This is an optimization exercise on Yosys and OpenROAD, whose aim is small area, a short achievable clock period and few clock cycles per item, not a production implementation.

== willow ==
Design oi1_codec, start of the top module:
module oi1_codec (
    input  wire        clk,
    input  wire        rst,
    input  wire        cmd_valid,
    output wire        cmd_ready,
    input  wire [7:0]  cmd_op,
    input  wire [15:0] cmd_len,
    input  wire        in_valid,
    output wire        in_ready,
    input  wire [7:0]  in_data,
    output wire        out_valid,
    input  wire        out_ready,
    output wire [7:0]  out_data,
    output wire        rsp_valid,
    output wire [3:0]  rsp_status,
    output wire [1:0]  rsp_version,
    output wire        rsp_verified,
    output wire [31:0] rsp_crc,
    output wire [31:0] rsp_expected,
    output wire [7:0]  rsp_err_char,
    output wire [15:0] rsp_err_pos,
    output wire        rsp_is_valid,
    output wire [1:0]  rsp_reason,
    output wire [6:0]  rsp_quality,
    output wire [2:0]  rsp_issues
);
For scale: ~2300 cells after synthesis, roughly 330 flip-flops, about 160 I/O pins, roughly 20000 sq um of cells after synthesis.
clock: 13.0 ns
lec_check: 0
cap_margin: 20
core_margin: 2
core_utilization: 40
slew_margin: 20
synth_memory_max_bits: 16384
standard.sh (not shown) runs the stock make flow with config.mk's settings and CLKGATE_MAP_FILE= SYNTH_SCRIPT=/design/flow/synth_recipe.tcl, a recipe that flattens the netlist after the stock synthesis.
==> flow/flow/run.sh <==
#!/bin/bash
# Own layout flow: the standard synthesis unchanged, then the standard layout with a
# larger setup-slack margin, so that ORFS's timing repair keeps working on paths well below the
# clock period. Each step's full output goes to a log file of its own in this folder.
set -euo pipefail
bash standard.sh synth > synth.log 2>&1
bash standard.sh SETUP_SLACK_MARGIN=9.3 finish > layout.log 2>&1
Modified inputs, xenon compared to willow
-- flow/design.v --
<<< willow, line 108
  wire [23:0] zq = x[23:0];    
  reg  [38:0] dq;
  reg  [8:0]  dp;
  reg         hf;            
  reg         out_valid_q;
>>> xenon, line 108
  wire [23:0] zq = x[23:0];    
  reg  [38:0] dq;
  reg  [3:0]  dp;
  reg         hf;            
  reg         out_valid_q;
<<< willow, line 184
  wire [38:0] cs_m = (dq & opa) | (dq & opb) | (opa & opb);
  wire [38:0] cs_c = {cs_m[37:0], 1'b0};
  reg  [38:0] dq_n;
  reg  [8:0]  dp_n;
  reg         rc;
  integer     bi;
  always @(*) begin
    rc = 1'b0;
    for (bi = 0; bi < 39; bi = bi + 1) begin
      if (bi != 0 && bi % 4 == 0) begin
        dp_n[bi / 4 - 1] = rc;
        rc = dp[bi / 4 - 1];
      end
      dq_n[bi] = cs_s[bi] ^ cs_c[bi] ^ rc;
      rc = (cs_s[bi] & cs_c[bi]) | (cs_s[bi] & rc) | (cs_c[bi] & rc);
    end
  end
  reg  signed [19:0] pe_add;
  always @(*) begin
>>> xenon, line 184
  wire [38:0] cs_m = (dq & opa) | (dq & opb) | (opa & opb);
  wire [38:0] cs_c = {cs_m[37:0], 1'b0};
  wire [8:0]  dq_c0 = {1'b0, cs_s[7:0]}   + {1'b0, cs_c[7:0]};
  wire [8:0]  dq_c1 = {1'b0, cs_s[15:8]}  + {1'b0, cs_c[15:8]}  + {8'd0, dp[0]};
  wire [8:0]  dq_c2 = {1'b0, cs_s[23:16]} + {1'b0, cs_c[23:16]} + {8'd0, dp[1]};
  wire [8:0]  dq_c3 = {1'b0, cs_s[31:24]} + {1'b0, cs_c[31:24]} + {8'd0, dp[2]};
  wire [6:0]  dq_c4 = cs_s[38:32] + cs_c[38:32] + {6'd0, dp[3]};
  reg  signed [19:0] pe_add;
  always @(*) begin
<<< willow, line 257
      else if (in_left == 16'd0) begin
        if (m_qua)
          rsp_n = !st && !v && (dp == 9'd0);
        else if (m_enc)
          rsp_n = lz || (!st && !full && !ov_n && tcnt == 5'd16);
>>> xenon, line 247
      else if (in_left == 16'd0) begin
        if (m_qua)
          rsp_n = !st && !v && (dp == 4'd0);
        else if (m_enc)
          rsp_n = lz || (!st && !full && !ov_n && tcnt == 5'd16);
<<< willow, line 366
      hq3  <= 21'd0;
      dq   <= {39{1'b1}};
      dp   <= 9'd0;
      tcnt <= 5'd0;
      u_rng <= RNG_80_BF;
>>> xenon, line 356
      hq3  <= 21'd0;
      dq   <= {39{1'b1}};
      dp   <= 4'd0;
      tcnt <= 5'd0;
      u_rng <= RNG_80_BF;
<<< willow, line 402
      end
      if (m_qua) begin
        dq <= dq_n;
        dp <= dp_n;
      end
      if (m_enc && enc_free && tail_pend)
>>> xenon, line 392
      end
      if (m_qua) begin
        dq <= {dq_c4[6:0], dq_c3[7:0], dq_c2[7:0], dq_c1[7:0], dq_c0[7:0]};
        dp <= {dq_c3[8], dq_c2[8], dq_c1[8], dq_c0[8]};
      end
      if (m_enc && enc_free && tail_pend)
Findings:
- Compared to willow, the number of flip-flops in xenon is lower.
- The final layout from xenon, which completed every stage, passed the timing, DRC and antenna checks at the end of the flow.
- Going from willow to xenon, number of gates resized after CTS saw an increase, sequential share of layout area went down by 0.36 points.
- In xenon the post-route non-filler standard cell count turned out 80 higher than in willow.
- Compare xenon and willow | worst-case reg-to-reg path depth lower: willow
- Worst supply voltage drop on vdd (xenon over willow): increase, 0.0093 mV
- Of xenon and willow, the run reporting the higher placer congestion estimate was willow.
- Cmp xenon vs willow: layout buffering overhead excluding clock cells higher in xenon
- Compared with willow, xenon shows a higher combinational power.
- Clock period minus worst slack: xenon > willow
- Between willow and xenon, xor/xnor cell area share of the yosys netlist increased.
- Area added between synthesis and finish ends up lower on xenon.
- On synthesized cell count: between xenon and willow, it ends up lower for willow.
No run of this note included a check of the RTL's function; only the layout flow was run.

-- what the ideal ports hide --
In the flow no input, the clock included, has a driving cell. The finished layouts below were timed again as built, in two steps. Step 1 sets driving cells, clkbuf_16 on the clock port and buf_2 on the other inputs (assumed; they add their load-dependent delay and slew). Step 2 also shifts input and output timing later by t, the mid clock arrival at the registers, as if the neighbouring blocks saw the same clock. Slacks: no drivers / after step 1 / after step 2; pairs: no drivers / after step 1.
run | t (ns) | setup WS [ns] | worst register clock-pin slew, ns
willow | 0.615 | 9.182 / 9.140 / 8.741 | 0.07 / 0.07
xenon | 0.609 | 9.127 / 9.079 / 8.775 | 0.06 / 0.06
After both steps every run listed still meets setup and hold. For willow, which loses most, drivers alone change the setup slack by -0.042 ns; drivers and shift together by -0.441 ns.
